This design comes from an exercise in tuning for small area, a short achievable clock period and few clock cycles per item on the open sky130 flow, not from production work.
Function was not checked in any run shown here: the RTL went through the layout flow alone.

<file path="flow/run.sh">
#!/bin/bash
# synth_recipe.tcl (not shown) runs the flow's synth.tcl, then flattens the netlist and writes it again
# the make line also repeats each setting of config.mk as NAME=value (left out here)
make -C /OpenROAD-flow-scripts/flow DESIGN_CONFIG=/design/flow/config.mk WORK_HOME=/design/flow/orfs CLKGATE_MAP_FILE= SYNTH_SCRIPT=/design/flow/synth_recipe.tcl finish
</file>
<file path="flow/config.mk">
export PLATFORM = sky130hd
export DESIGN_NAME = spn_core
export DESIGN_NICKNAME = spn_core
export VERILOG_FILES = /design/flow/design.v
export SDC_FILE = /design/flow/constraint.sdc
export NUM_CORES = 8
export LEC_CHECK = 0
export ABC_AREA = 1
export CAP_MARGIN = 20
export CELL_PAD_IN_SITES_DETAIL_PLACEMENT = 1
export CELL_PAD_IN_SITES_GLOBAL_PLACEMENT = 2
export CORE_MARGIN = 2
export CORE_UTILIZATION = 30
export SLEW_MARGIN = 20
</file>
<file path="flow/constraint.sdc">
create_clock -name core_clock -period 13.0 [get_ports {clk}]
set_input_delay 2.6000 -clock core_clock [delete_from_list [all_inputs] [get_ports {clk}]]
set_output_delay 2.6000 -clock core_clock [all_outputs]
set_load 0.01 [all_outputs]
</file>
<file path="flow/design.v">
module spn_ginv (
  input  wire [7:0] x,
  output reg  [7:0] y
);
  always @(*) begin
    case (x)
      8'h00: y = 8'h00;
      8'h01: y = 8'h01;
      8'h02: y = 8'h8d;
      8'h03: y = 8'hf6;
      8'h04: y = 8'hcb;
      8'h05: y = 8'h52;
      8'h06: y = 8'h7b;
      8'h07: y = 8'hd1;
      8'h08: y = 8'he8;
      8'h09: y = 8'h4f;
      8'h0a: y = 8'h29;
      8'h0b: y = 8'hc0;
      8'h0c: y = 8'hb0;
      8'h0d: y = 8'he1;
      8'h0e: y = 8'he5;
      8'h0f: y = 8'hc7;
      8'h10: y = 8'h74;
      8'h11: y = 8'hb4;
      8'h12: y = 8'haa;
      8'h13: y = 8'h4b;
      8'h14: y = 8'h99;
      8'h15: y = 8'h2b;
      8'h16: y = 8'h60;
      8'h17: y = 8'h5f;
      8'h18: y = 8'h58;
      8'h19: y = 8'h3f;
      8'h1a: y = 8'hfd;
      8'h1b: y = 8'hcc;
      8'h1c: y = 8'hff;
      8'h1d: y = 8'h40;
      8'h1e: y = 8'hee;
      8'h1f: y = 8'hb2;
      8'h20: y = 8'h3a;
      8'h21: y = 8'h6e;
      8'h22: y = 8'h5a;
      8'h23: y = 8'hf1;
      8'h24: y = 8'h55;
      8'h25: y = 8'h4d;
      8'h26: y = 8'ha8;
      8'h27: y = 8'hc9;
      8'h28: y = 8'hc1;
      8'h29: y = 8'h0a;
      8'h2a: y = 8'h98;
      8'h2b: y = 8'h15;
      8'h2c: y = 8'h30;
      8'h2d: y = 8'h44;
      8'h2e: y = 8'ha2;
      8'h2f: y = 8'hc2;
      8'h30: y = 8'h2c;
      8'h31: y = 8'h45;
      8'h32: y = 8'h92;
      8'h33: y = 8'h6c;
      8'h34: y = 8'hf3;
      8'h35: y = 8'h39;
      8'h36: y = 8'h66;
      8'h37: y = 8'h42;
      8'h38: y = 8'hf2;
      8'h39: y = 8'h35;
      8'h3a: y = 8'h20;
      8'h3b: y = 8'h6f;
      8'h3c: y = 8'h77;
      8'h3d: y = 8'hbb;
      8'h3e: y = 8'h59;
      8'h3f: y = 8'h19;
      8'h40: y = 8'h1d;
      8'h41: y = 8'hfe;
      8'h42: y = 8'h37;
      8'h43: y = 8'h67;
      8'h44: y = 8'h2d;
      8'h45: y = 8'h31;
      8'h46: y = 8'hf5;
      8'h47: y = 8'h69;
      8'h48: y = 8'ha7;
      8'h49: y = 8'h64;
      8'h4a: y = 8'hab;
      8'h4b: y = 8'h13;
      8'h4c: y = 8'h54;
      8'h4d: y = 8'h25;
      8'h4e: y = 8'he9;
      8'h4f: y = 8'h09;
      8'h50: y = 8'hed;
      8'h51: y = 8'h5c;
      8'h52: y = 8'h05;
      8'h53: y = 8'hca;
      8'h54: y = 8'h4c;
      8'h55: y = 8'h24;
      8'h56: y = 8'h87;
      8'h57: y = 8'hbf;
      8'h58: y = 8'h18;
      8'h59: y = 8'h3e;
      8'h5a: y = 8'h22;
      8'h5b: y = 8'hf0;
      8'h5c: y = 8'h51;
      8'h5d: y = 8'hec;
      8'h5e: y = 8'h61;
      8'h5f: y = 8'h17;
      8'h60: y = 8'h16;
      8'h61: y = 8'h5e;
      8'h62: y = 8'haf;
      8'h63: y = 8'hd3;
      8'h64: y = 8'h49;
      8'h65: y = 8'ha6;
      8'h66: y = 8'h36;
      8'h67: y = 8'h43;
      8'h68: y = 8'hf4;
      8'h69: y = 8'h47;
      8'h6a: y = 8'h91;
      8'h6b: y = 8'hdf;
      8'h6c: y = 8'h33;
      8'h6d: y = 8'h93;
      8'h6e: y = 8'h21;
      8'h6f: y = 8'h3b;
      8'h70: y = 8'h79;
      8'h71: y = 8'hb7;
      8'h72: y = 8'h97;
      8'h73: y = 8'h85;
      8'h74: y = 8'h10;
      8'h75: y = 8'hb5;
      8'h76: y = 8'hba;
      8'h77: y = 8'h3c;
      8'h78: y = 8'hb6;
      8'h79: y = 8'h70;
      8'h7a: y = 8'hd0;
      8'h7b: y = 8'h06;
      8'h7c: y = 8'ha1;
      8'h7d: y = 8'hfa;
      8'h7e: y = 8'h81;
      8'h7f: y = 8'h82;
      8'h80: y = 8'h83;
      8'h81: y = 8'h7e;
      8'h82: y = 8'h7f;
      8'h83: y = 8'h80;
      8'h84: y = 8'h96;
      8'h85: y = 8'h73;
      8'h86: y = 8'hbe;
      8'h87: y = 8'h56;
      8'h88: y = 8'h9b;
      8'h89: y = 8'h9e;
      8'h8a: y = 8'h95;
      8'h8b: y = 8'hd9;
      8'h8c: y = 8'hf7;
      8'h8d: y = 8'h02;
      8'h8e: y = 8'hb9;
      8'h8f: y = 8'ha4;
      8'h90: y = 8'hde;
      8'h91: y = 8'h6a;
      8'h92: y = 8'h32;
      8'h93: y = 8'h6d;
      8'h94: y = 8'hd8;
      8'h95: y = 8'h8a;
      8'h96: y = 8'h84;
      8'h97: y = 8'h72;
      8'h98: y = 8'h2a;
      8'h99: y = 8'h14;
      8'h9a: y = 8'h9f;
      8'h9b: y = 8'h88;
      8'h9c: y = 8'hf9;
      8'h9d: y = 8'hdc;
      8'h9e: y = 8'h89;
      8'h9f: y = 8'h9a;
      8'ha0: y = 8'hfb;
      8'ha1: y = 8'h7c;
      8'ha2: y = 8'h2e;
      8'ha3: y = 8'hc3;
      8'ha4: y = 8'h8f;
      8'ha5: y = 8'hb8;
      8'ha6: y = 8'h65;
      8'ha7: y = 8'h48;
      8'ha8: y = 8'h26;
      8'ha9: y = 8'hc8;
      8'haa: y = 8'h12;
      8'hab: y = 8'h4a;
      8'hac: y = 8'hce;
      8'had: y = 8'he7;
      8'hae: y = 8'hd2;
      8'haf: y = 8'h62;
      8'hb0: y = 8'h0c;
      8'hb1: y = 8'he0;
      8'hb2: y = 8'h1f;
      8'hb3: y = 8'hef;
      8'hb4: y = 8'h11;
      8'hb5: y = 8'h75;
      8'hb6: y = 8'h78;
      8'hb7: y = 8'h71;
      8'hb8: y = 8'ha5;
      8'hb9: y = 8'h8e;
      8'hba: y = 8'h76;
      8'hbb: y = 8'h3d;
      8'hbc: y = 8'hbd;
      8'hbd: y = 8'hbc;
      8'hbe: y = 8'h86;
      8'hbf: y = 8'h57;
      8'hc0: y = 8'h0b;
      8'hc1: y = 8'h28;
      8'hc2: y = 8'h2f;
      8'hc3: y = 8'ha3;
      8'hc4: y = 8'hda;
      8'hc5: y = 8'hd4;
      8'hc6: y = 8'he4;
      8'hc7: y = 8'h0f;
      8'hc8: y = 8'ha9;
      8'hc9: y = 8'h27;
      8'hca: y = 8'h53;
      8'hcb: y = 8'h04;
      8'hcc: y = 8'h1b;
      8'hcd: y = 8'hfc;
      8'hce: y = 8'hac;
      8'hcf: y = 8'he6;
      8'hd0: y = 8'h7a;
      8'hd1: y = 8'h07;
      8'hd2: y = 8'hae;
      8'hd3: y = 8'h63;
      8'hd4: y = 8'hc5;
      8'hd5: y = 8'hdb;
      8'hd6: y = 8'he2;
      8'hd7: y = 8'hea;
      8'hd8: y = 8'h94;
      8'hd9: y = 8'h8b;
      8'hda: y = 8'hc4;
      8'hdb: y = 8'hd5;
      8'hdc: y = 8'h9d;
      8'hdd: y = 8'hf8;
      8'hde: y = 8'h90;
      8'hdf: y = 8'h6b;
      8'he0: y = 8'hb1;
      8'he1: y = 8'h0d;
      8'he2: y = 8'hd6;
      8'he3: y = 8'heb;
      8'he4: y = 8'hc6;
      8'he5: y = 8'h0e;
      8'he6: y = 8'hcf;
      8'he7: y = 8'had;
      8'he8: y = 8'h08;
      8'he9: y = 8'h4e;
      8'hea: y = 8'hd7;
      8'heb: y = 8'he3;
      8'hec: y = 8'h5d;
      8'hed: y = 8'h50;
      8'hee: y = 8'h1e;
      8'hef: y = 8'hb3;
      8'hf0: y = 8'h5b;
      8'hf1: y = 8'h23;
      8'hf2: y = 8'h38;
      8'hf3: y = 8'h34;
      8'hf4: y = 8'h68;
      8'hf5: y = 8'h46;
      8'hf6: y = 8'h03;
      8'hf7: y = 8'h8c;
      8'hf8: y = 8'hdd;
      8'hf9: y = 8'h9c;
      8'hfa: y = 8'h7d;
      8'hfb: y = 8'ha0;
      8'hfc: y = 8'hcd;
      8'hfd: y = 8'h1a;
      8'hfe: y = 8'h41;
      8'hff: y = 8'h1c;
      default: y = 8'h00;
    endcase
  end
endmodule
module spn_core (
  input  wire         clk,
  input  wire         rst,
  input  wire         start,
  input  wire [1:0]   op,
  input  wire [1:0]   klen,
  input  wire [255:0] key,
  input  wire [127:0] din,
  output reg          busy,
  output reg          done,
  output reg          err,
  output wire [127:0] dout
);
  localparam OP_KS  = 2'd0;
  localparam OP_ENC = 2'd1;
  localparam OP_DEC = 2'd2;
  localparam M_IDLE = 3'd0;
  localparam M_KS1  = 3'd1;    
  localparam M_KS2  = 3'd2;    
  localparam M_KS3  = 3'd3;    
  localparam M_KS4  = 3'd4;    
  localparam M_WALK = 3'd5;    
  localparam M_ENC  = 3'd6;
  localparam M_DEC  = 3'd7;
  localparam [127:0] C63 = {16{8'h63}};
  reg  [2:0]   mode;
  reg          key_valid;
  reg          wend;         
  reg  [1:0]   nkc;          
  reg  [3:0]   pq;           
  reg  [127:0] state;
  reg  [255:0] win;
  reg  [255:0] rsv;
  assign dout = state;
  wire [3:0] nr1 = 4'd11 + {1'b0, nkc, 1'b0};    
  wire accept = start && !busy;
  function [7:0] xt;
    input [7:0] a;
    begin
      xt = {a[6:0], 1'b0} ^ (a[7] ? 8'h1b : 8'h00);
    end
  endfunction
  function [31:0] mix_col;
    input [31:0] col;
    reg   [7:0]  a0, a1, a2, a3;
    begin
      a0 = col[31:24]; a1 = col[23:16]; a2 = col[15:8]; a3 = col[7:0];
      mix_col = {xt(a0 ^ a1) ^ a1 ^ a2 ^ a3,
                 xt(a1 ^ a2) ^ a2 ^ a3 ^ a0,
                 xt(a2 ^ a3) ^ a3 ^ a0 ^ a1,
                 xt(a3 ^ a0) ^ a0 ^ a1 ^ a2};
    end
  endfunction
  function [31:0] inv_mix_col;
    input [31:0] col;
    reg   [7:0]  a0, a1, a2, a3, u, v;
    begin
      a0 = col[31:24]; a1 = col[23:16]; a2 = col[15:8]; a3 = col[7:0];
      u = xt(xt(a0 ^ a2));
      v = xt(xt(a1 ^ a3));
      inv_mix_col = mix_col({a0 ^ u, a1 ^ v, a2 ^ u, a3 ^ v});
    end
  endfunction
  function [127:0] shift_rows;
    input [127:0] s;
    integer r, c;
    begin
      for (r = 0; r < 4; r = r + 1)
        for (c = 0; c < 4; c = c + 1)
          shift_rows[127 - 8*(r + 4*c) -: 8] = s[127 - 8*(r + 4*((c + r) % 4)) -: 8];
    end
  endfunction
  function [127:0] inv_shift_rows;
    input [127:0] s;
    integer r, c;
    begin
      for (r = 0; r < 4; r = r + 1)
        for (c = 0; c < 4; c = c + 1)
          inv_shift_rows[127 - 8*(r + 4*c) -: 8] = s[127 - 8*(r + 4*((c + 4 - r) % 4)) -: 8];
    end
  endfunction
  function [7:0] rcon_of;
    input [3:0] i;
    begin
      case (i)
        4'd1:  rcon_of = 8'h01;
        4'd2:  rcon_of = 8'h02;
        4'd3:  rcon_of = 8'h04;
        4'd4:  rcon_of = 8'h08;
        4'd5:  rcon_of = 8'h10;
        4'd6:  rcon_of = 8'h20;
        4'd7:  rcon_of = 8'h40;
        4'd8:  rcon_of = 8'h80;
        4'd9:  rcon_of = 8'h1b;
        4'd10: rcon_of = 8'h36;
        default: rcon_of = 8'h00;
      endcase
    end
  endfunction
  wire [31:0] w0 = win[255:224], w1 = win[223:192], w2 = win[191:160], w3 = win[159:128];
  wire [31:0] w4 = win[127:96],  w5 = win[95:64],   w6 = win[63:32],    w7 = win[31:0];
  wire kfwd = (mode != M_DEC) && (mode != M_KS2);
  reg        sub0, sub2, rot;
  reg  [3:0] rci;
  reg  [1:0] pm3;
  always @(*) begin
    case (pq)
      4'd0, 4'd3, 4'd6, 4'd9, 4'd12, 4'd15: pm3 = 2'd0;
      4'd1, 4'd4, 4'd7, 4'd10, 4'd13:       pm3 = 2'd1;
      default:                              pm3 = 2'd2;
    endcase
    sub0 = 1'b0; sub2 = 1'b0; rot = 1'b0; rci = 4'd0;
    case (nkc)
      2'd0: begin
        sub0 = 1'b1; rot = 1'b1;
        rci  = kfwd ? pq : pq - 4'd2;
      end
      2'd1: begin
        if (pm3 == 2'd0) begin
          sub0 = 1'b1; rot = 1'b1;
          case (pq)
            4'd3:  rci = kfwd ? 4'd2  : 4'd1;
            4'd6:  rci = kfwd ? 4'd4  : 4'd3;
            4'd9:  rci = kfwd ? 4'd6  : 4'd5;
            4'd12: rci = kfwd ? 4'd8  : 4'd7;
            default: rci = kfwd ? 4'd10 : 4'd9;
          endcase
        end else if (pm3 == 2'd1) begin
          sub2 = 1'b1; rot = 1'b1;
          case (pq)
            4'd1:  rci = kfwd ? 4'd1 : 4'd0;
            4'd4:  rci = kfwd ? 4'd3 : 4'd2;
            4'd7:  rci = kfwd ? 4'd5 : 4'd4;
            4'd10: rci = kfwd ? 4'd7 : 4'd6;
            default: rci = kfwd ? 4'd9 : 4'd8;
          endcase
        end
      end
      default: begin
        sub0 = 1'b1;
        rot  = kfwd ? !pq[0] : pq[0];
        rci  = {1'b0, pq[3:1]};
      end
    endcase
  end
  reg [31:0] ksin;
  always @(*) begin
    if (kfwd)
      ksin = sub2 ? (w7 ^ w2 ^ w3) : w7;
    else begin
      case (nkc)
        2'd0:    ksin = w2 ^ w3;
        2'd1:    ksin = sub0 ? w1 : w3;
        default: ksin = w3;
      endcase
    end
  end
  wire [31:0] ksub_i;
  genvar g;
  generate
    for (g = 0; g < 4; g = g + 1) begin : g_ksbox
      spn_ginv u_inv (.x(ksin[31 - 8*g -: 8]), .y(ksub_i[31 - 8*g -: 8]));
    end
  endgenerate
  wire [31:0] ksub = ksub_i ^ 32'h63636363;
  wire [31:0] kt   = rot ? ({ksub[23:0], ksub[31:24]} ^ {rcon_of(rci), 24'h000000}) : ksub;
  reg [31:0] n0, n1, n2, n3;
  reg [31:0] m0, m1, m2, m3;
  always @(*) begin
    case (nkc)
      2'd0: begin
        n0 = w4 ^ kt; n1 = w5 ^ w4 ^ kt; n2 = w6 ^ w5 ^ w4 ^ kt; n3 = w7 ^ w6 ^ w5 ^ w4 ^ kt;
        m3 = w3 ^ w2; m2 = w2 ^ w1; m1 = w1 ^ w0; m0 = w0 ^ kt;
      end
      2'd1: begin
        n0 = w2 ^ (sub0 ? kt : w7);
        n1 = w3 ^ n0;
        n2 = sub2 ? (w4 ^ kt) : (w4 ^ n1);
        n3 = w5 ^ n2;
        m0 = w2 ^ (sub0 ? kt : w1);
        m1 = w3 ^ w2;
        m2 = w4 ^ (sub2 ? kt : w3);
        m3 = w5 ^ w4;
      end
      default: begin
        n0 = w0 ^ kt; n1 = w1 ^ w0 ^ kt; n2 = w2 ^ w1 ^ w0 ^ kt; n3 = w3 ^ w2 ^ w1 ^ w0 ^ kt;
        m0 = w4 ^ kt; m1 = w5 ^ w4; m2 = w6 ^ w5; m3 = w7 ^ w6;
      end
    endcase
  end
  wire [255:0] win_fwd = {win[127:0], n0, n1, n2, n3};
  wire [255:0] win_bwd = {m0, m1, m2, m3, win[255:128]};
  wire [127:0] y;
  generate
    for (g = 0; g < 16; g = g + 1) begin : g_dinv
      spn_ginv u_inv (.x(state[127 - 8*g -: 8]), .y(y[127 - 8*g -: 8]));
    end
  endgenerate
  wire [127:0] rk_e = win[127:0];
  wire [127:0] rk_d = win[255:128];
  wire [127:0] e_sr  = shift_rows(y);
  wire [127:0] e_mc  = {mix_col(e_sr[127:96]), mix_col(e_sr[95:64]),
                        mix_col(e_sr[63:32]),  mix_col(e_sr[31:0])};
  wire         last_e = (pq == nr1);
  wire [127:0] e_next = (last_e ? e_sr : e_mc) ^ rk_e ^ C63;
  wire [127:0] d_ark = y ^ rk_d;
  wire [127:0] d_a   = d_ark ^ C63;
  wire [127:0] d_imc = {inv_mix_col(d_a[127:96]), inv_mix_col(d_a[95:64]),
                        inv_mix_col(d_a[63:32]),  inv_mix_col(d_a[31:0])};
  wire         last_d = (pq == 4'd2);
  wire [127:0] d_next = last_d ? d_ark : inv_shift_rows(d_imc);
  reg  [127:0] k_acc;
  always @(*) begin
    if (op == OP_DEC)
      k_acc = wend ? win[127:0] : rsv[127:0];
    else
      k_acc = wend ? rsv[255:128] : win[255:128];
  end
  wire [127:0] x_acc = din ^ k_acc;
  wire [127:0] a_next = (op == OP_DEC) ? inv_shift_rows(x_acc ^ C63) : x_acc;
  wire go_enc = accept && (op == OP_ENC) && key_valid;
  wire go_dec = accept && (op == OP_DEC) && key_valid;
  wire go_ks  = accept && (op == OP_KS) && (klen != 2'd3);
  always @(posedge clk) begin
    if (go_enc || go_dec)
      state <= a_next;
    else if (mode == M_ENC)
      state <= e_next;
    else if (mode == M_DEC)
      state <= d_next;
  end
  always @(posedge clk) begin
    if (go_enc) begin
      if (wend) win <= rsv;
    end else if (go_dec) begin
      if (!wend) win <= rsv;
    end else begin
      case (mode)
        M_KS1:  win <= rsv;
        M_KS2:  win <= win_bwd;
        M_KS3, M_KS4, M_WALK: win <= win_fwd;
        M_ENC:  if (!last_e) win <= win_fwd;
        M_DEC:  if (!last_d) win <= win_bwd;
        default: ;
      endcase
    end
  end
  always @(posedge clk) begin
    if (go_ks)
      rsv <= key;
    else if (go_enc && !wend)
      rsv <= win;
    else if (go_dec && wend)
      rsv <= win;
    else if (mode == M_KS4)
      rsv <= win;
  end
  always @(posedge clk) begin
    if (rst) begin
      mode      <= M_IDLE;
      busy      <= 1'b0;
      done      <= 1'b0;
      err       <= 1'b0;
      key_valid <= 1'b0;
    end else begin
      done <= 1'b0;
      err  <= 1'b0;
      case (mode)
        M_IDLE: begin
          if (accept) begin
            if (go_ks) begin
              mode      <= M_KS1;
              busy      <= 1'b1;
              nkc       <= klen;
              key_valid <= 1'b0;
            end else if (go_enc) begin
              mode <= M_ENC;
              busy <= 1'b1;
              pq   <= 4'd2;
            end else if (go_dec) begin
              mode <= M_DEC;
              busy <= 1'b1;
              pq   <= nr1;
            end else begin
              done <= 1'b1;
              err  <= 1'b1;
            end
          end
        end
        M_KS1: begin
          mode <= M_KS2;
          pq   <= 4'd2;
        end
        M_KS2: begin
          mode <= M_KS3;
          pq   <= 4'd1;
        end
        M_KS3: begin
          mode <= M_KS4;
          pq   <= 4'd2;
        end
        M_KS4, M_WALK: begin
          mode <= M_WALK;
          pq   <= pq + 4'd1;
          if (pq == nr1 - 4'd1) begin    
            mode      <= M_IDLE;
            busy      <= 1'b0;
            done      <= 1'b1;
            key_valid <= 1'b1;
            wend      <= 1'b1;
          end
        end
        M_ENC: begin
          pq <= pq + 4'd1;
          if (last_e) begin
            mode <= M_IDLE;
            busy <= 1'b0;
            done <= 1'b1;
            wend <= 1'b1;
          end
        end
        M_DEC: begin
          pq <= pq - 4'd1;
          if (last_d) begin
            mode <= M_IDLE;
            busy <= 1'b0;
            done <= 1'b1;
            wend <= 1'b0;
          end
        end
        default: mode <= M_IDLE;
      endcase
    end
  end
endmodule
</file>
==> summary.json, run 1 <==
{
  "run_status": "no timing/DRC/antenna violations",
  "fin_setup_tns_ns": 0,
  "globalplace.congestion": 1.03,
  "postLayoutCoreUtil_pct": 32.7,
  "ys.warnings.count": 2,
  "clock.fmax_mhz": 109,
  "final_nets": 25400,
  "horizontal_die_dimension_um": 692,
  "period_minus_slack_ns": 9.18,
  "cts.htree.levels": 3,
  "hold_path_class": "reg2reg",
  "cts.reportedPaths.clkPinSlew_ns": 0.06,
  "via_per_inst": 6.07,
  "port-buffer-count": 521,
  "worst-path-max-fanout": 54,
  "syn_area_um2": 142000,
  "ctsResizeCount": 0,
  "placed_cells_incl_taps": 30800,
  "setup_viol": 0,
  "cts_num_sinks": 784,
  "worst_setup_path_end_kind": "flip-flop",
  "post_cts.repair.setup_buffers": 0,
  "clock_tree.root_cell": "sky130_fd_sc_hd__clkbuf_16",
  "yosys.cell_types.count": 79,
  "remaining_drc_errors": 0,
  "worstSkewPairLatency_ns": 0.97,
  "timing.critical_path.slowest_stage_cell": "sky130_fd_sc_hd__o21ai_0",
  "antenna_violating_nets_post_route": 0,
  "slew_headroom_pct": 13.7,
  "yosys.area.top_type_share_pct": 22.7,
  "worst-endpoint-arrival_ns": 9.85,
  "synth_commonest_cells": "8,579 x sky130_fd_sc_hd__nand2_1, 6,012 x sky130_fd_sc_hd__nand3_1, 1,470 x sky130_fd_sc_hd__inv_1, 1,405 x sky130_fd_sc_hd__o21ai_0, 1,378 x sky130_fd_sc_hd__a21oi_1",
  "gr-usage-all-layers_pct": 42.4,
  "layout-area-overhead-vs-synth_pct": 8.47,
  "die_height_um": 692,
  "via_count": 189000,
  "startpoint_type": "flip-flop",
  "drv_slew": 0,
  "drive_gt1_share_pct": 5.53,
  "fraction_of_registers_with_async_set_or_reset_after_synthesis_pct": 0,
  "firstDrtPassIters": 6,
  "post_layout_instance_count_excluding_filler_cells": 31100,
  "fp.dieArea_um2": 479000,
  "timing.setup.critical_path_class": "reg2reg",
  "cell_type_with_the_highest_occurrence_count_on_the_critical_path": "sky130_fd_sc_hd__nand2_1",
  "tritoncts": "yes",
  "edff_count_synth": 647,
  "synth_area_leader_cell": "sky130_fd_sc_hd__nand2_1",
  "std_cell_core_area_um2": 471000,
  "post_synthesis_net_count": 26100,
  "placedInstanceArea_um2": 150000,
  "cts_buffer_count": 125,
  "synthMostInstantiatedCell": "sky130_fd_sc_hd__nand2_1",
  "routed_wire_length_per_instance_um": 34.4,
  "drt_iter0_markers": 26500,
  "drt_wl_total_um": 1070000,
  "worst-endpoint-required_ns": 13.67,
  "seq_area_frac_synth_pct": 15.6,
  "max-clock-path-buffers": 4,
  "filler_cell_count": 62900,
  "antenna_violations_before_repair": 97,
  "cp_slowest_stage_delay_ns": 0.72,
  "fin_hold_ws_ns": 0.587,
  "synthTopCellsByArea": "sky130_fd_sc_hd__nand2_1 23%, sky130_fd_sc_hd__nand3_1 21%, sky130_fd_sc_hd__edfxtp_1 14%",
  "worst_clock_skew_ns": 0.0894,
  "setup_repair_after_global_routing_missed_its_margin": "no",
  "worst_pin_slew_ns": 1.29,
  "design.portCount": 522,
  "row_count": 252,
  "syn_inst": 25400,
  "max_cap_violations": 0,
  "postLayoutCellArea_um2": 154000,
  "synth_seq_cells": 784,
  "postCtsHoldBufs": 0,
  "first_global_vias": 177000,
  "start_util_pct": 30.1,
  "grt_first_pass_wirelength_um": 1460000,
  "hpwlAfterDp_um": 817000,
  "final.period_utilization_pct": 70.6,
  "maximum_number_of_pins_on_one_net_before_global_route_repair": 132,
  "finalHoldViolCount": 0,
  "grt_remaining_overflow": 0,
  "dominantRegCellSynth": "sky130_fd_sc_hd__edfxtp_1",
  "syn-mean-instance-area_um2": 5.59
}
## path summary, 6_finish.rpt
check / start / end / slack (ns) / cells after the start
setup / recovery: nkc[0] / win[5] / 3.82 / 31
hold / removal: rsv[93] / win[93] / 0.59 / 2
setup reg to reg: nkc[0] / win[5] / 3.82 / 31
hold reg to reg: rsv[93] / win[93] / 0.59 / 2
## state kept, by name (all words and copies together), names as in the netlist
name,cells
nkc,2
state,128
busy,1
wend,1
mode,3
key_valid,1
pm3,2
win,256
err,1
g_dinv.u_inv.y,128
rsv,256
pq,4
done,1
## kinds of logic after synthesis
group	after synthesis	synth area share, %
mux	1	0.00705
fa+ha+maj	338	3.03
compound gates	3261	12.2
simple gates	16500	50.6
buf+inv	3308	10.4
flops	784	15.6
xor+xnor	1237	8.16
## critical path: cells and delay by family (launching register included)
kind / cells / cell delay (ns)
buffers and inverters: 5 / 1.48
AOI/OAI and AO/OA: 3 / 0.99
adders and majority gates: 2 / 0.88
and+or+nand+nor: 21 / 4.89
DFF: 1 / 0.51
## final cells by class
type	instances	area [µm²]	share of cell area, %
Multi-Input combinational cell	21300	105000	68.5
Sequential cell	784	22200	14.4
Timing Repair Buffer	900	8310	5.40
Tap cell	6223	7790	5.06
Inverter	1585	6020	3.91
Clock buffer	157	3400	2.21
Clock inverter	74	758	0.492
Antenna cell	45	113	0.0731
## per-layer routing
layer | track usage, % | share of wire, % | wire, µm
met1 | 57.3 | 42 | 447000
met2 | 61.5 | 41 | 436000
met3 | 7.90 | 9.5 | 102000
met4 | 27.3 | 7.8 | 83100
met5 | 0 | 0.024 | 259
## through the flow
step	worst slack, ns
after detailed placement	3.36
after CTS	4.17
after global placement	3.45
final	3.82
after floorplan	0.0123
after global routing	3.76
## cells in the final DEF, fill, tap and decap left out, drive strengths merged, types with 29 or more instances in the layout
cell and instances:
clkdlybuf4s50 521, inv 1569, nand3 6071, xnor2 471, o221ai 30, diode 45, xor2 764, o21ai 1522
o211ai 222, clkbuf 157, ha 329, buf 379, edfxtp 647, a21oi 1383, clkinv 65, or2 169
nand2 8822, nand4 155, nor2 1179, dfxtp 137, nand3b 59, a31oi 29
==> inputs of run 2 (changes only) <==
--- a/flow/design.v
+++ b/flow/design.v
@@ -294,6 +294,7 @@
   reg          wend;         
   reg  [1:0]   nkc;          
   reg  [3:0]   pq;           
+  reg          last;         
   reg  [127:0] state;
   reg  [255:0] win;
   reg  [255:0] rsv;
@@ -365,62 +366,71 @@
   endfunction
   wire [31:0] w0 = win[255:224], w1 = win[223:192], w2 = win[191:160], w3 = win[159:128];
   wire [31:0] w4 = win[127:96],  w5 = win[95:64],   w6 = win[63:32],    w7 = win[31:0];
-  wire kfwd = (mode != M_DEC) && (mode != M_KS2);
-  reg        sub0, sub2, rot;
-  reg  [3:0] rci;
-  reg  [1:0] pm3;
-  always @(*) begin
-    case (pq)
-      4'd0, 4'd3, 4'd6, 4'd9, 4'd12, 4'd15: pm3 = 2'd0;
-      4'd1, 4'd4, 4'd7, 4'd10, 4'd13:       pm3 = 2'd1;
-      default:                              pm3 = 2'd2;
-    endcase
-    sub0 = 1'b0; sub2 = 1'b0; rot = 1'b0; rci = 4'd0;
-    case (nkc)
-      2'd0: begin
-        sub0 = 1'b1; rot = 1'b1;
-        rci  = kfwd ? pq : pq - 4'd2;
-      end
-      2'd1: begin
-        if (pm3 == 2'd0) begin
-          sub0 = 1'b1; rot = 1'b1;
-          case (pq)
-            4'd3:  rci = kfwd ? 4'd2  : 4'd1;
-            4'd6:  rci = kfwd ? 4'd4  : 4'd3;
-            4'd9:  rci = kfwd ? 4'd6  : 4'd5;
-            4'd12: rci = kfwd ? 4'd8  : 4'd7;
-            default: rci = kfwd ? 4'd10 : 4'd9;
-          endcase
-        end else if (pm3 == 2'd1) begin
-          sub2 = 1'b1; rot = 1'b1;
-          case (pq)
-            4'd1:  rci = kfwd ? 4'd1 : 4'd0;
-            4'd4:  rci = kfwd ? 4'd3 : 4'd2;
-            4'd7:  rci = kfwd ? 4'd5 : 4'd4;
-            4'd10: rci = kfwd ? 4'd7 : 4'd6;
-            default: rci = kfwd ? 4'd9 : 4'd8;
-          endcase
+  function [15:0] step_pattern;
+    input [1:0] k;
+    input [3:0] q;
+    input       fwd;
+    reg         s0, s2, rt;
+    reg  [3:0]  ri;
+    reg  [4:0]  sel;
+    reg  [1:0]  m3;
+    begin
+      case (q)
+        4'd0, 4'd3, 4'd6, 4'd9, 4'd12, 4'd15: m3 = 2'd0;
+        4'd1, 4'd4, 4'd7, 4'd10, 4'd13:       m3 = 2'd1;
+        default:                              m3 = 2'd2;
+      endcase
+      s0 = 1'b0; s2 = 1'b0; rt = 1'b0; ri = 4'd0;
+      case (k)
+        2'd0: begin
+          s0 = 1'b1; rt = 1'b1;
+          ri = fwd ? q : q - 4'd2;
+        end
+        2'd1: begin
+          if (m3 == 2'd0) begin
+            s0 = 1'b1; rt = 1'b1;
+            case (q)
+              4'd3:  ri = fwd ? 4'd2  : 4'd1;
+              4'd6:  ri = fwd ? 4'd4  : 4'd3;
+              4'd9:  ri = fwd ? 4'd6  : 4'd5;
+              4'd12: ri = fwd ? 4'd8  : 4'd7;
+              default: ri = fwd ? 4'd10 : 4'd9;
+            endcase
+          end else if (m3 == 2'd1) begin
+            s2 = 1'b1; rt = 1'b1;
+            case (q)
+              4'd1:  ri = fwd ? 4'd1 : 4'd0;
+              4'd4:  ri = fwd ? 4'd3 : 4'd2;
+              4'd7:  ri = fwd ? 4'd5 : 4'd4;
+              4'd10: ri = fwd ? 4'd7 : 4'd6;
+              default: ri = fwd ? 4'd9 : 4'd8;
+            endcase
+          end
+        end
+        default: begin
+          s0 = 1'b1;
+          rt = fwd ? !q[0] : q[0];
+          ri = {1'b0, q[3:1]};
         end
-      end
-      default: begin
-        sub0 = 1'b1;
-        rot  = kfwd ? !pq[0] : pq[0];
-        rci  = {1'b0, pq[3:1]};
-      end
-    endcase
-  end
-  reg [31:0] ksin;
-  always @(*) begin
-    if (kfwd)
-      ksin = sub2 ? (w7 ^ w2 ^ w3) : w7;
-    else begin
-      case (nkc)
-        2'd0:    ksin = w2 ^ w3;
-        2'd1:    ksin = sub0 ? w1 : w3;
-        default: ksin = w3;
       endcase
+      if (fwd)
+        sel = s2 ? 5'b00010 : 5'b00001;
+      else if (k == 2'd0)
+        sel = 5'b00100;
+      else if (k == 2'd1 && s0)
+        sel = 5'b10000;
+      else
+        sel = 5'b01000;
+      step_pattern = {s0, s2, rt, rt ? rcon_of(ri) : 8'h00, sel};
     end
-  end
+  endfunction
+  reg        kfwd;                  
+  reg        sub0, sub2, rot;
+  reg  [7:0] krc;
+  reg  [4:0] ksel;
+  wire [31:0] ksin = ({32{ksel[0]}} & w7) | ({32{ksel[1]}} & (w7 ^ w2 ^ w3)) |
+                     ({32{ksel[2]}} & (w2 ^ w3)) | ({32{ksel[3]}} & w3) |
+                     ({32{ksel[4]}} & w1);
   wire [31:0] ksub_i;
   genvar g;
   generate
@@ -429,7 +439,7 @@
     end
   endgenerate
   wire [31:0] ksub = ksub_i ^ 32'h63636363;
-  wire [31:0] kt   = rot ? ({ksub[23:0], ksub[31:24]} ^ {rcon_of(rci), 24'h000000}) : ksub;
+  wire [31:0] kt   = rot ? ({ksub[23:0], ksub[31:24]} ^ {krc, 24'h000000}) : ksub;
   reg [31:0] n0, n1, n2, n3;
   reg [31:0] m0, m1, m2, m3;
   always @(*) begin
@@ -467,14 +477,12 @@
   wire [127:0] e_sr  = shift_rows(y);
   wire [127:0] e_mc  = {mix_col(e_sr[127:96]), mix_col(e_sr[95:64]),
                         mix_col(e_sr[63:32]),  mix_col(e_sr[31:0])};
-  wire         last_e = (pq == nr1);
-  wire [127:0] e_next = (last_e ? e_sr : e_mc) ^ rk_e ^ C63;
+  wire [127:0] e_next = (last ? e_sr : e_mc) ^ rk_e ^ C63;
   wire [127:0] d_ark = y ^ rk_d;
   wire [127:0] d_a   = d_ark ^ C63;
   wire [127:0] d_imc = {inv_mix_col(d_a[127:96]), inv_mix_col(d_a[95:64]),
                         inv_mix_col(d_a[63:32]),  inv_mix_col(d_a[31:0])};
-  wire         last_d = (pq == 4'd2);
-  wire [127:0] d_next = last_d ? d_ark : inv_shift_rows(d_imc);
+  wire [127:0] d_next = last ? d_ark : inv_shift_rows(d_imc);
   reg  [127:0] k_acc;
   always @(*) begin
     if (op == OP_DEC)
@@ -487,41 +495,104 @@
   wire go_enc = accept && (op == OP_ENC) && key_valid;
   wire go_dec = accept && (op == OP_DEC) && key_valid;
   wire go_ks  = accept && (op == OP_KS) && (klen != 2'd3);
+  wire go_err = accept && !go_enc && !go_dec && !go_ks;
+  reg [2:0] mode_n;
+  reg [3:0] pq_n;
+  reg [1:0] nkc_n;
+  reg       fin;           
+  always @(*) begin
+    mode_n = mode;
+    pq_n   = pq;
+    nkc_n  = nkc;
+    fin    = 1'b0;
+    case (mode)
+      M_IDLE: begin
+        if (go_ks) begin
+          mode_n = M_KS1;
+          nkc_n  = klen;
+        end else if (go_enc) begin
+          mode_n = M_ENC;
+          pq_n   = 4'd2;
+        end else if (go_dec) begin
+          mode_n = M_DEC;
+          pq_n   = nr1;
+        end
+      end
+      M_KS1: begin
+        mode_n = M_KS2;
+        pq_n   = 4'd2;
+      end
+      M_KS2: begin
+        mode_n = M_KS3;
+        pq_n   = 4'd1;
+      end
+      M_KS3: begin
+        mode_n = M_KS4;
+        pq_n   = 4'd2;
+      end
+      M_KS4, M_WALK: begin
+        mode_n = M_WALK;
+        pq_n   = pq + 4'd1;
+        if (pq == nr1 - 4'd1) begin    
+          mode_n = M_IDLE;
+          fin    = 1'b1;
+        end
+      end
+      M_ENC: begin
+        pq_n = pq + 4'd1;
+        if (last) begin
+          mode_n = M_IDLE;
+          fin    = 1'b1;
+        end
+      end
+      default: begin    
+        pq_n = pq - 4'd1;
+        if (last) begin
+          mode_n = M_IDLE;
+          fin    = 1'b1;
+        end
+      end
+    endcase
+  end
+  wire [3:0]  nr1_n  = 4'd11 + {1'b0, nkc_n, 1'b0};
+  wire        kfwd_n = (mode_n != M_DEC) && (mode_n != M_KS2);
+  wire [15:0] pat_n  = step_pattern(nkc_n, pq_n, kfwd_n);
+  wire        last_n = (mode_n == M_ENC) ? (pq_n == nr1_n) : (pq_n == 4'd2);
   always @(posedge clk) begin
-    if (go_enc || go_dec)
+    if (mode == M_IDLE)
       state <= a_next;
     else if (mode == M_ENC)
       state <= e_next;
-    else if (mode == M_DEC)
+    else
       state <= d_next;
   end
   always @(posedge clk) begin
-    if (go_enc) begin
-      if (wend) win <= rsv;
-    end else if (go_dec) begin
-      if (!wend) win <= rsv;
+    if (mode == M_IDLE) begin
+      if ((go_enc && wend) || (go_dec && !wend)) win <= rsv;
     end else begin
       case (mode)
         M_KS1:  win <= rsv;
         M_KS2:  win <= win_bwd;
-        M_KS3, M_KS4, M_WALK: win <= win_fwd;
-        M_ENC:  if (!last_e) win <= win_fwd;
-        M_DEC:  if (!last_d) win <= win_bwd;
-        default: ;
+        M_ENC:  if (!last) win <= win_fwd;
+        M_DEC:  if (!last) win <= win_bwd;
+        default: win <= win_fwd;
       endcase
     end
   end
   always @(posedge clk) begin
     if (go_ks)
       rsv <= key;
-    else if (go_enc && !wend)
-      rsv <= win;
-    else if (go_dec && wend)
-      rsv <= win;
-    else if (mode == M_KS4)
+    else if ((go_enc && !wend) || (go_dec && wend) || mode == M_KS4)
       rsv <= win;
   end
   always @(posedge clk) begin
+    pq   <= pq_n;
+    nkc  <= nkc_n;
+    last <= last_n;
+    kfwd <= kfwd_n;
+    {sub0, sub2, rot, krc, ksel} <= pat_n;
+  end
+  always @(posedge clk) begin
     if (rst) begin
       mode      <= M_IDLE;
       busy      <= 1'b0;
@@ -529,73 +600,16 @@
       err       <= 1'b0;
       key_valid <= 1'b0;
     end else begin
-      done <= 1'b0;
-      err  <= 1'b0;
-      case (mode)
-        M_IDLE: begin
-          if (accept) begin
-            if (go_ks) begin
-              mode      <= M_KS1;
-              busy      <= 1'b1;
-              nkc       <= klen;
-              key_valid <= 1'b0;
-            end else if (go_enc) begin
-              mode <= M_ENC;
-              busy <= 1'b1;
-              pq   <= 4'd2;
-            end else if (go_dec) begin
-              mode <= M_DEC;
-              busy <= 1'b1;
-              pq   <= nr1;
-            end else begin
-              done <= 1'b1;
-              err  <= 1'b1;
-            end
-          end
-        end
-        M_KS1: begin
-          mode <= M_KS2;
-          pq   <= 4'd2;
-        end
-        M_KS2: begin
-          mode <= M_KS3;
-          pq   <= 4'd1;
-        end
-        M_KS3: begin
-          mode <= M_KS4;
-          pq   <= 4'd2;
-        end
-        M_KS4, M_WALK: begin
-          mode <= M_WALK;
-          pq   <= pq + 4'd1;
-          if (pq == nr1 - 4'd1) begin    
-            mode      <= M_IDLE;
-            busy      <= 1'b0;
-            done      <= 1'b1;
-            key_valid <= 1'b1;
-            wend      <= 1'b1;
-          end
-        end
-        M_ENC: begin
-          pq <= pq + 4'd1;
-          if (last_e) begin
-            mode <= M_IDLE;
-            busy <= 1'b0;
-            done <= 1'b1;
-            wend <= 1'b1;
-          end
-        end
-        M_DEC: begin
-          pq <= pq - 4'd1;
-          if (last_d) begin
-            mode <= M_IDLE;
-            busy <= 1'b0;
-            done <= 1'b1;
-            wend <= 1'b0;
-          end
-        end
-        default: mode <= M_IDLE;
-      endcase
+      mode <= mode_n;
+      busy <= (mode_n != M_IDLE);
+      done <= fin || go_err;
+      err  <= go_err;
+      if (go_ks)
+        key_valid <= 1'b0;
+      else if (fin && mode != M_ENC && mode != M_DEC)
+        key_valid <= 1'b1;
+      if (fin)
+        wend <= (mode != M_DEC);
     end
   end
 endmodule
==> run 2 against run 1 <==
Compared with the run above:
- still clean
- wire length fell by 4.7%
- non-clock buffer count increased by 29
- flip-flop and latch count grew 15
- clock-buffer cell count rose by 14
- critical path depth decreased by 11
- worst hold slack worse by 0.018 ns
- die area shrank 5.0%
==> summary.json, run 2 <==
{
  "run_status": "no timing/DRC/antenna violations",
  "yosys.area.top_type_share_pct": 20.2,
  "row_count": 246,
  "gr-usage-all-layers_pct": 42.8,
  "worst_clock_skew_ns": 0.0833,
  "routed_wire_length_per_instance_um": 34.6,
  "cts.htree.levels": 4,
  "drt_iter0_markers": 26000,
  "fin_setup_tns_ns": 0,
  "cts_num_sinks": 799,
  "tritoncts": "yes",
  "synth-simple-area-share_pct": 46.9,
  "firstDrtPassIters": 6,
  "worst-path-max-fanout": 98,
  "synth_top_family_by_area": "simple AND/OR/NAND/NOR gates",
  "start_util_pct": 30.1,
  "hpwlAfterDp_um": 766000,
  "muxShareOfSynthArea_pct": 0.0223,
  "placed_cells_incl_taps": 29100,
  "ff2ff_path_depth": 31,
  "antenna_violations_before_repair": 93,
  "design.portCount": 522,
  "max_cap_violations": 0,
  "port-buffer-count": 521,
  "worst-endpoint-arrival_ns": 8.73,
  "postCtsHoldBufs": 0,
  "hold_path_class": "reg2reg",
  "crit-reg2reg-capture": "win[42]",
  "post_cts.repair.setup_buffers": 0,
  "syn_area_um2": 135000,
  "yosys.cell_types.count": 78,
  "final.period_utilization_pct": 61.0,
  "fp.dieArea_um2": 454000,
  "yosys.area_share.xor_xnor_pct": 9.47,
  "dominantRegCellSynth": "sky130_fd_sc_hd__edfxtp_1",
  "horizontal_die_dimension_um": 674,
  "worstSkewPairLatency_ns": 0.96,
  "timing.setup.critical_path_class": "in2reg",
  "worstPathBufferInverterCount": 5,
  "worst_hold_path.endpoint": "win[96]",
  "fraction_of_registers_with_async_set_or_reset_after_synthesis_pct": 0,
  "cp_slowest_stage_delay_ns": 0.74,
  "synth_compound_area_share_pct": 14.4,
  "startpoint_type": "input pin",
  "clock.fmax_mhz": 126,
  "maximum_number_of_pins_on_one_net_before_global_route_repair": 165,
  "layout-area-overhead-vs-synth_pct": 10.2,
  "timing.hold.worst_path_depth": 2,
  "worst_pin_slew_ns": 1.38,
  "synthMostInstantiatedCell": "sky130_fd_sc_hd__nand2_1",
  "edff_count_synth": 513,
  "timing.hold.worst.start": "rsv[96]",
  "post_synthesis_net_count": 24500,
  "path_delay_family": "compound AO/OA/AOI/OAI gates",
  "std_cell_core_area_um2": 448000,
  "globalplace.congestion": 1.04,
  "synth_commonest_cells": "7,090 x sky130_fd_sc_hd__nand2_1, 5,441 x sky130_fd_sc_hd__nand3_1, 1,748 x sky130_fd_sc_hd__o21ai_0, 1,581 x sky130_fd_sc_hd__inv_1, 1,367 x sky130_fd_sc_hd__nor2_1",
  "cts_buffer_count": 137,
  "final_cell_mix": "7,067 x sky130_fd_sc_hd__nand2_1, 5,437 x sky130_fd_sc_hd__nand3_1, 1,739 x sky130_fd_sc_hd__o21ai_0, 1,565 x sky130_fd_sc_hd__inv_1, 1,362 x sky130_fd_sc_hd__nor2_1",
  "setup_repair_after_global_routing_missed_its_margin": "no",
  "drive_gt1_share_pct": 5.30,
  "worst_setup_path_end_kind": "flip-flop",
  "biggestRegsByFlops": "rsv x256, win x256",
  "finalHoldViolCount": 0,
  "period_minus_slack_ns": 7.93,
  "syn-mean-instance-area_um2": 5.67,
  "max-clock-path-buffers": 4,
  "synth_fa_ha_area_share_pct": 3.21,
  "first_global_vias": 169000,
  "ys.warnings.count": 2,
  "drt_wl_total_um": 1020000,
  "worst-endpoint-required_ns": 13.80,
  "slew_headroom_pct": 7.28,
  "timing.critical_path.slowest_stage_cell": "sky130_fd_sc_hd__o21ai_0",
  "via_count": 180000,
  "synthTopCellsByArea": "sky130_fd_sc_hd__nand3_1 20%, sky130_fd_sc_hd__nand2_1 20%, sky130_fd_sc_hd__edfxtp_1 11%",
  "ctsResizeCount": 0,
  "r2r_setup_slack_ns": 5.51,
  "cts.reportedPaths.clkPinSlew_ns": 0.06,
  "crit_path_start": "op[1]",
  "final_common_cell": "sky130_fd_sc_hd__nand2_1",
  "remaining_drc_errors": 0,
  "post_layout_instance_count_excluding_filler_cells": 29400,
  "cell_type_with_the_highest_occurrence_count_on_the_critical_path": "sky130_fd_sc_hd__nand3_1",
  "setup_viol": 0,
  "die_height_um": 674,
  "reg2reg_from": "ksel[1]",
  "via_per_inst": 6.13,
  "syn_inst": 23800,
  "grt_first_pass_wirelength_um": 1400000,
  "antenna_violating_nets_post_route": 0,
  "drv_slew": 0,
  "grt_remaining_overflow": 0,
  "synth_seq_cells": 799,
  "seq_area_frac_synth_pct": 15.7,
  "synth_area_leader_cell": "sky130_fd_sc_hd__nand3_1",
  "final_nets": 24000,
  "clock_tree.root_cell": "sky130_fd_sc_hd__clkbuf_16",
  "crit_path_cell_trace": "clkdlybuf4s50_1 -> inv_1 -> nor2_4 -> buf_4 -> buf_12 -> o21ai_0 -> o21ai_0 -> xor2_1 -> o21ai_1 -> a21boi_0 -> buf_4 -> ha_1 -> nand3_1 -> nor2_1 -> nor2_1 -> nand3_1 -> nand3_1 -> nand3_1 -> nand3_1 -> nand2_1"
}
[run 2: cell count changes in the layout (fill, tap and decap cells not counted), moves of 73 or more]
cell / delta
sky130_fd_sc_hd__o21ai_0: +350
sky130_fd_sc_hd__nor2_1: +233
sky130_fd_sc_hd__edfxtp_1: -134
sky130_fd_sc_hd__xnor2_1: +105
sky130_fd_sc_hd__nand3_1: -571
sky130_fd_sc_hd__or2_2: -99
sky130_fd_sc_hd__o221ai_1: +73
sky130_fd_sc_hd__dfxtp_1: +144
sky130_fd_sc_hd__inv_1: +104
sky130_fd_sc_hd__nand2_1: -1478
sky130_fd_sc_hd__a21oi_1: -475
[run 2: cells by family after synthesis]
logic type,count (synthesis)
DFF,799
AOI/OAI and AO/OA,3462
and+or+nand+nor,14500
muxes,3
buffers and inverters,3280
adders and majority gates,340
xor gates and xnor gates,1369
[run 2: metal layers]
| metal | GRT usage [%] | vias to the layer above | part of all wire [%] |
|---|---|---|---|
| li1 | - | 78500 | - |
| met1 | 57.5 | 89400 | 42 |
| met2 | 62.6 | 10200 | 41 |
| met3 | 8.08 | 1996 | 9.6 |
| met4 | 26.9 | 26 | 7.4 |
| met5 | 0 | - | 0.020 |
[run 2: through the flow]
step | hold slack [ns] | setup slack (ns) | util [%] | cell area, µm²
2_1_floorplan | 0.446 | 1.74 | - | 135000
3_3_place_gp | 0.535 | 4.15 | 32.1 | 144000
3_5_place_dp | 0.552 | 4.09 | 32.1 | 144000
4_1_cts | 0.555 | 5.03 | 33.1 | 148000
5_1_grt | 0.599 | 4.94 | 33.1 | 148000
6_report | 0.569 | 5.07 | 33.1 | 148000
[run 2: area by class of cell]
type                       instances  area [µm²]
multi-input combinational      19700      100000
inverter                        1702        6450
timing repair buffer             929        8450
fill                           59900      300000
sequential                       799       21100
clock buffer                     171        3670
antenna                           58         145
clock inverter                    76         815
tap                             5952        7450
[run 2: worst max path at each step]
| stage | endpoint | depth (start not counted) |
|---|---|---|
| 3_3_place_gp | g_dinv[10].u_inv.y[7] | 22 |
| 2_1_floorplan | win[0] | 7 |
| 5_1_grt | g_dinv[10].u_inv.y[2] | 21 |
| 6_report | g_dinv[2].u_inv.y[0] | 20 |
| 3_5_place_dp | g_dinv[10].u_inv.y[7] | 22 |
| 4_1_cts | g_dinv[10].u_inv.y[7] | 22 |
[run 2: tightest hold or removal path, stage by stage (launching register included)]
cell and delay [ns]:
sky130_fd_sc_hd__edfxtp_1 0.35, sky130_fd_sc_hd__nand2_1 0.05, sky130_fd_sc_hd__o21ai_0 0.06
==> inputs of run 3 (changes only) <==
--- a/flow/design.v
+++ b/flow/design.v
@@ -1,268 +1,9 @@
 module spn_ginv (
   input  wire [7:0] x,
-  output reg  [7:0] y
+  output wire [7:0] y
 );
-  always @(*) begin
-    case (x)
-      8'h00: y = 8'h00;
-      8'h01: y = 8'h01;
-      8'h02: y = 8'h8d;
-      8'h03: y = 8'hf6;
-      8'h04: y = 8'hcb;
-      8'h05: y = 8'h52;
-      8'h06: y = 8'h7b;
-      8'h07: y = 8'hd1;
-      8'h08: y = 8'he8;
-      8'h09: y = 8'h4f;
-      8'h0a: y = 8'h29;
-      8'h0b: y = 8'hc0;
-      8'h0c: y = 8'hb0;
-      8'h0d: y = 8'he1;
-      8'h0e: y = 8'he5;
-      8'h0f: y = 8'hc7;
-      8'h10: y = 8'h74;
-      8'h11: y = 8'hb4;
-      8'h12: y = 8'haa;
-      8'h13: y = 8'h4b;
-      8'h14: y = 8'h99;
-      8'h15: y = 8'h2b;
-      8'h16: y = 8'h60;
-      8'h17: y = 8'h5f;
-      8'h18: y = 8'h58;
-      8'h19: y = 8'h3f;
-      8'h1a: y = 8'hfd;
-      8'h1b: y = 8'hcc;
-      8'h1c: y = 8'hff;
-      8'h1d: y = 8'h40;
-      8'h1e: y = 8'hee;
-      8'h1f: y = 8'hb2;
-      8'h20: y = 8'h3a;
-      8'h21: y = 8'h6e;
-      8'h22: y = 8'h5a;
-      8'h23: y = 8'hf1;
-      8'h24: y = 8'h55;
-      8'h25: y = 8'h4d;
-      8'h26: y = 8'ha8;
-      8'h27: y = 8'hc9;
-      8'h28: y = 8'hc1;
-      8'h29: y = 8'h0a;
-      8'h2a: y = 8'h98;
-      8'h2b: y = 8'h15;
-      8'h2c: y = 8'h30;
-      8'h2d: y = 8'h44;
-      8'h2e: y = 8'ha2;
-      8'h2f: y = 8'hc2;
-      8'h30: y = 8'h2c;
-      8'h31: y = 8'h45;
-      8'h32: y = 8'h92;
-      8'h33: y = 8'h6c;
-      8'h34: y = 8'hf3;
-      8'h35: y = 8'h39;
-      8'h36: y = 8'h66;
-      8'h37: y = 8'h42;
-      8'h38: y = 8'hf2;
-      8'h39: y = 8'h35;
-      8'h3a: y = 8'h20;
-      8'h3b: y = 8'h6f;
-      8'h3c: y = 8'h77;
-      8'h3d: y = 8'hbb;
-      8'h3e: y = 8'h59;
-      8'h3f: y = 8'h19;
-      8'h40: y = 8'h1d;
-      8'h41: y = 8'hfe;
-      8'h42: y = 8'h37;
-      8'h43: y = 8'h67;
-      8'h44: y = 8'h2d;
-      8'h45: y = 8'h31;
-      8'h46: y = 8'hf5;
-      8'h47: y = 8'h69;
-      8'h48: y = 8'ha7;
-      8'h49: y = 8'h64;
-      8'h4a: y = 8'hab;
-      8'h4b: y = 8'h13;
-      8'h4c: y = 8'h54;
-      8'h4d: y = 8'h25;
-      8'h4e: y = 8'he9;
-      8'h4f: y = 8'h09;
-      8'h50: y = 8'hed;
-      8'h51: y = 8'h5c;
-      8'h52: y = 8'h05;
-      8'h53: y = 8'hca;
-      8'h54: y = 8'h4c;
-      8'h55: y = 8'h24;
-      8'h56: y = 8'h87;
-      8'h57: y = 8'hbf;
-      8'h58: y = 8'h18;
-      8'h59: y = 8'h3e;
-      8'h5a: y = 8'h22;
-      8'h5b: y = 8'hf0;
-      8'h5c: y = 8'h51;
-      8'h5d: y = 8'hec;
-      8'h5e: y = 8'h61;
-      8'h5f: y = 8'h17;
-      8'h60: y = 8'h16;
-      8'h61: y = 8'h5e;
-      8'h62: y = 8'haf;
-      8'h63: y = 8'hd3;
-      8'h64: y = 8'h49;
-      8'h65: y = 8'ha6;
-      8'h66: y = 8'h36;
-      8'h67: y = 8'h43;
-      8'h68: y = 8'hf4;
-      8'h69: y = 8'h47;
-      8'h6a: y = 8'h91;
-      8'h6b: y = 8'hdf;
-      8'h6c: y = 8'h33;
-      8'h6d: y = 8'h93;
-      8'h6e: y = 8'h21;
-      8'h6f: y = 8'h3b;
-      8'h70: y = 8'h79;
-      8'h71: y = 8'hb7;
-      8'h72: y = 8'h97;
-      8'h73: y = 8'h85;
-      8'h74: y = 8'h10;
-      8'h75: y = 8'hb5;
-      8'h76: y = 8'hba;
-      8'h77: y = 8'h3c;
-      8'h78: y = 8'hb6;
-      8'h79: y = 8'h70;
-      8'h7a: y = 8'hd0;
-      8'h7b: y = 8'h06;
-      8'h7c: y = 8'ha1;
-      8'h7d: y = 8'hfa;
-      8'h7e: y = 8'h81;
-      8'h7f: y = 8'h82;
-      8'h80: y = 8'h83;
-      8'h81: y = 8'h7e;
-      8'h82: y = 8'h7f;
-      8'h83: y = 8'h80;
-      8'h84: y = 8'h96;
-      8'h85: y = 8'h73;
-      8'h86: y = 8'hbe;
-      8'h87: y = 8'h56;
-      8'h88: y = 8'h9b;
-      8'h89: y = 8'h9e;
-      8'h8a: y = 8'h95;
-      8'h8b: y = 8'hd9;
-      8'h8c: y = 8'hf7;
-      8'h8d: y = 8'h02;
-      8'h8e: y = 8'hb9;
-      8'h8f: y = 8'ha4;
-      8'h90: y = 8'hde;
-      8'h91: y = 8'h6a;
-      8'h92: y = 8'h32;
-      8'h93: y = 8'h6d;
-      8'h94: y = 8'hd8;
-      8'h95: y = 8'h8a;
-      8'h96: y = 8'h84;
-      8'h97: y = 8'h72;
-      8'h98: y = 8'h2a;
-      8'h99: y = 8'h14;
-      8'h9a: y = 8'h9f;
-      8'h9b: y = 8'h88;
-      8'h9c: y = 8'hf9;
-      8'h9d: y = 8'hdc;
-      8'h9e: y = 8'h89;
-      8'h9f: y = 8'h9a;
-      8'ha0: y = 8'hfb;
-      8'ha1: y = 8'h7c;
-      8'ha2: y = 8'h2e;
-      8'ha3: y = 8'hc3;
-      8'ha4: y = 8'h8f;
-      8'ha5: y = 8'hb8;
-      8'ha6: y = 8'h65;
-      8'ha7: y = 8'h48;
-      8'ha8: y = 8'h26;
-      8'ha9: y = 8'hc8;
-      8'haa: y = 8'h12;
-      8'hab: y = 8'h4a;
-      8'hac: y = 8'hce;
-      8'had: y = 8'he7;
-      8'hae: y = 8'hd2;
-      8'haf: y = 8'h62;
-      8'hb0: y = 8'h0c;
-      8'hb1: y = 8'he0;
-      8'hb2: y = 8'h1f;
-      8'hb3: y = 8'hef;
-      8'hb4: y = 8'h11;
-      8'hb5: y = 8'h75;
-      8'hb6: y = 8'h78;
-      8'hb7: y = 8'h71;
-      8'hb8: y = 8'ha5;
-      8'hb9: y = 8'h8e;
-      8'hba: y = 8'h76;
-      8'hbb: y = 8'h3d;
-      8'hbc: y = 8'hbd;
-      8'hbd: y = 8'hbc;
-      8'hbe: y = 8'h86;
-      8'hbf: y = 8'h57;
-      8'hc0: y = 8'h0b;
-      8'hc1: y = 8'h28;
-      8'hc2: y = 8'h2f;
-      8'hc3: y = 8'ha3;
-      8'hc4: y = 8'hda;
-      8'hc5: y = 8'hd4;
-      8'hc6: y = 8'he4;
-      8'hc7: y = 8'h0f;
-      8'hc8: y = 8'ha9;
-      8'hc9: y = 8'h27;
-      8'hca: y = 8'h53;
-      8'hcb: y = 8'h04;
-      8'hcc: y = 8'h1b;
-      8'hcd: y = 8'hfc;
-      8'hce: y = 8'hac;
-      8'hcf: y = 8'he6;
-      8'hd0: y = 8'h7a;
-      8'hd1: y = 8'h07;
-      8'hd2: y = 8'hae;
-      8'hd3: y = 8'h63;
-      8'hd4: y = 8'hc5;
-      8'hd5: y = 8'hdb;
-      8'hd6: y = 8'he2;
-      8'hd7: y = 8'hea;
-      8'hd8: y = 8'h94;
-      8'hd9: y = 8'h8b;
-      8'hda: y = 8'hc4;
-      8'hdb: y = 8'hd5;
-      8'hdc: y = 8'h9d;
-      8'hdd: y = 8'hf8;
-      8'hde: y = 8'h90;
-      8'hdf: y = 8'h6b;
-      8'he0: y = 8'hb1;
-      8'he1: y = 8'h0d;
-      8'he2: y = 8'hd6;
-      8'he3: y = 8'heb;
-      8'he4: y = 8'hc6;
-      8'he5: y = 8'h0e;
-      8'he6: y = 8'hcf;
-      8'he7: y = 8'had;
-      8'he8: y = 8'h08;
-      8'he9: y = 8'h4e;
-      8'hea: y = 8'hd7;
-      8'heb: y = 8'he3;
-      8'hec: y = 8'h5d;
-      8'hed: y = 8'h50;
-      8'hee: y = 8'h1e;
-      8'hef: y = 8'hb3;
-      8'hf0: y = 8'h5b;
-      8'hf1: y = 8'h23;
-      8'hf2: y = 8'h38;
-      8'hf3: y = 8'h34;
-      8'hf4: y = 8'h68;
-      8'hf5: y = 8'h46;
-      8'hf6: y = 8'h03;
-      8'hf7: y = 8'h8c;
-      8'hf8: y = 8'hdd;
-      8'hf9: y = 8'h9c;
-      8'hfa: y = 8'h7d;
-      8'hfb: y = 8'ha0;
-      8'hfc: y = 8'hcd;
-      8'hfd: y = 8'h1a;
-      8'hfe: y = 8'h41;
-      8'hff: y = 8'h1c;
-      default: y = 8'h00;
-    endcase
-  end
+  localparam [2047:0] T = 2048'h1c411acda07d9cdd8c0346683438235bb31e505de3d74e08adcf0ec6ebd60db16b90f89dd5c48b94eae2dbc563ae077ae6acfc1b045327a90fe4d4daa32f280b5786bcbd3d768ea571787511ef1fe00c62d2e7ce4a12c8264865b88fc32e7cfb9a89dcf9889f142a72848ad86d326adea4b902f7d9959e9b56be7396807f7e838281faa106d070b63cbab5108597b7793b219333df9147f44336a649d3af5e161761ec51f0223e18bf87244cca055ced09e9255413ab64a769f5312d6737fe1d1959bb776f2035f2426639f36c92452cc2a2443015980ac1c9a84d55f15a6e3ab2ee40ffccfd3f585f602b994baab474c7e5e1b0c0294fe8d17b52cbf68d0100;
+  assign y = T[{x, 3'b000} +: 8];
 endmodule
 module spn_core (
   input  wire         clk,
--- a/flow/config.mk
+++ b/flow/config.mk
@@ -11,4 +11,5 @@
 export CELL_PAD_IN_SITES_GLOBAL_PLACEMENT = 2
 export CORE_MARGIN = 2
 export CORE_UTILIZATION = 30
+export SETUP_SLACK_MARGIN = 5
 export SLEW_MARGIN = 20
==> run 3 against run 2 <==
Compared with the run above:
- worst hold slack worse by 0.051 ns
- synthesized area down 1.4%
- non-clock buffer count up 10
- design area down 1.8%
- critical path depth up 10
- sequential share of layout area down 1.5 points
- clock-buffer cell count down 24
- still clean
==> summary.json, run 3 <==
{
  "grt_remaining_overflow": 0,
  "slew_headroom_pct": 8.77,
  "syn_area_um2": 133000,
  "setup_viol": 0,
  "via_per_inst": 6.30,
  "cts_buffer_count": 102,
  "seq_area_frac_synth_pct": 14.0,
  "worst_pin_slew_ns": 1.35,
  "postLayoutCoreUtil_pct": 33.0,
  "postCtsHoldBufs": 0,
  "final_cell_mix": "7,709 x sky130_fd_sc_hd__nand2_1, 3,543 x sky130_fd_sc_hd__nand3_1, 2,402 x sky130_fd_sc_hd__o21ai_0, 1,645 x sky130_fd_sc_hd__inv_1, 1,281 x sky130_fd_sc_hd__nor2_1",
  "design.portCount": 522,
  "cts.htree.levels": 3,
  "startpoint_type": "flip-flop",
  "first_global_vias": 172000,
  "antenna_violating_nets_post_route": 0,
  "cell_type_with_the_highest_occurrence_count_on_the_critical_path": "sky130_fd_sc_hd__nand2_1",
  "via_count": 186000,
  "synth_seq_cells": 671,
  "edff_count_synth": 513,
  "ctsResizeCount": 0,
  "routed_wire_length_per_instance_um": 36.9,
  "post_layout_instance_count_excluding_filler_cells": 29500,
  "synth_commonest_cells": "7,713 x sky130_fd_sc_hd__nand2_1, 3,544 x sky130_fd_sc_hd__nand3_1, 2,409 x sky130_fd_sc_hd__o21ai_0, 1,655 x sky130_fd_sc_hd__inv_1, 1,289 x sky130_fd_sc_hd__nor2_1",
  "port-buffer-count": 521,
  "max_cap_violations": 0,
  "hold_path_class": "reg2reg",
  "firstDrtPassIters": 8,
  "start_util_pct": 30.1,
  "layout-area-overhead-vs-synth_pct": 9.75,
  "gr-usage-all-layers_pct": 46.1,
  "syn_inst": 23900,
  "die_height_um": 669,
  "run_status": "no timing/DRC/antenna violations",
  "tritoncts": "yes",
  "fraction_of_registers_with_async_set_or_reset_after_synthesis_pct": 0,
  "remaining_drc_errors": 0,
  "ys.warnings.count": 1,
  "drt_iter0_markers": 28800,
  "horizontal_die_dimension_um": 669,
  "post_synthesis_net_count": 24700,
  "finalHoldViolCount": 0,
  "fin_setup_tns_ns": 0,
  "yosys.cell_types.count": 78,
  "worst-endpoint-required_ns": 13.61,
  "post_cts.repair.setup_buffers": 0,
  "synthTopCellsByArea": "sky130_fd_sc_hd__nand2_1 22%, sky130_fd_sc_hd__nand3_1 13%, sky130_fd_sc_hd__edfxtp_1 12%",
  "drive_gt1_share_pct": 5.47,
  "row_count": 244,
  "filler_cell_count": 59400,
  "cp_slowest_stage_delay_ns": 0.68,
  "synth_area_leader_cell": "sky130_fd_sc_hd__nand2_1",
  "worst_clock_skew_ns": 0.101,
  "multi_input_area_um2": 101000,
  "worst-path-max-fanout": 11,
  "std_cell_core_area_um2": 441000,
  "syn-mean-instance-area_um2": 5.57,
  "fp.dieArea_um2": 448000,
  "clock.fmax_mhz": 141,
  "worst-endpoint-arrival_ns": 7.68,
  "placed_cells_incl_taps": 29300,
  "final-seq-area_um2": 18600,
  "synthMostInstantiatedCell": "sky130_fd_sc_hd__nand2_1",
  "timing.critical_path.slowest_stage_cell": "sky130_fd_sc_hd__nand2_1",
  "dominantRegCellSynth": "sky130_fd_sc_hd__edfxtp_1"
}
-- run 3: changes by cell type after synthesis, moves of 109 or more --
| cell | before | now |
|---|---|---|
| sky130_fd_sc_hd__nand2_2 | 163 | 272 |
| sky130_fd_sc_hd__a21oi_1 | 920 | 1278 |
| sky130_fd_sc_hd__nand2_1 | 7090 | 7713 |
| sky130_fd_sc_hd__o22ai_1 | 94 | 231 |
| sky130_fd_sc_hd__o21ai_1 | 66 | 185 |
| sky130_fd_sc_hd__xor2_1 | 762 | 625 |
| sky130_fd_sc_hd__xnor2_1 | 526 | 308 |
| sky130_fd_sc_hd__o21ai_0 | 1748 | 2409 |
| sky130_fd_sc_hd__dfxtp_1 | 286 | 158 |
| sky130_fd_sc_hd__nand3_1 | 5441 | 3544 |
| sky130_fd_sc_hd__o211ai_1 | 254 | 522 |
| sky130_fd_sc_hd__buf_2 | 658 | 404 |
| sky130_fd_sc_hd__a31oi_1 | 57 | 200 |
-- run 3: cell type report --
cell class	instances	share of cell area [%]
clock inverters	40	0.287
flip-flops and latches	671	12.8
clock buffers	147	2.01
diodes	43	0.0738
multi-input cells	20000	69.1
well taps	5904	5.07
inverters	1835	4.78
repair buffers	939	5.86
-- run 3: cell families after synthesis --
family | Yosys count | share of synthesized area, %
DFF | 671 | 14.0
and+or+nand+nor | 13300 | 42.4
buffers and inverters | 3231 | 10.3
AOI/OAI and AO/OA | 5260 | 22.3
adders and majority gates | 445 | 4.25
xor gates and xnor gates | 974 | 6.71
-- run 3: per-layer routing --
layer / up-vias / global-route usage, % / routed length (µm)
met5: - / 0 / 353
met4: 48 / 31.1 / 90200
met3: 2130 / 10.3 / 121000
met2: 12100 / 66.3 / 440000
met1: 92200 / 61.1 / 439000
li1: 79700 / - / -
-- run 3: worst paths after layout --
check / start / to / slack, ns / depth (start not counted)
max: state[9] / state[36] / 5.93 / 30
min: key_valid / key_valid / 0.52 / 2
max reg2reg: state[9] / state[36] / 5.93 / 30
min reg2reg: key_valid / key_valid / 0.52 / 2
-- run 3: worst max-delay path: cells and delay by family (launching register included) --
kind	cells	cell delay [ns]
fa+ha+maj	2	0.74
flops	1	0.34
buf+inv	4	0.87
simple gates	24	4.75
-- run 3: through the flow --
stage,hold WS [ns],cell area (µm²),worst slack (ns)
detailed placement,0.501,142000,5.71
global placement,0.493,142000,5.63
global route,0.533,146000,5.96
finish,0.518,146000,5.93
floorplan,0.465,133000,5.01
CTS,0.512,146000,6.41

[static timing again, ports no longer ideal]
How much do the figures lean on ideal ports? The routed layouts below were timed once more, with nothing changed but the port constraints. Step 1 assumes that a clkbuf_16 drives the clock port and a buf_2 every other input. Step 2 also shifts input and output timing later by t, the mid clock arrival at the registers, as if the neighbouring blocks saw the same clock. a / b / c = ideal / step 1 / step 2; a / b = the first two.
run | t (ns) | setup slack, ns | hold WS [ns] | worst slew at a driven data input, ns
run 1 | 1.063 | 3.824 / 3.824 / 3.220 | 0.587 / 0.587 / 0.587 | 0.18
run 2 | 1.050 | 5.073 / 5.181 / 4.131 | 0.569 / 0.569 / 0.569 | 0.26
run 3 | 1.036 | 5.926 / 5.926 / 5.578 | 0.518 / 0.518 / 0.518 | 0.16
After both steps setup and hold are still met in every run listed. The setup slack of run 2, which loses most, moves by +0.108 ns with the drivers and by -0.942 ns with both steps.
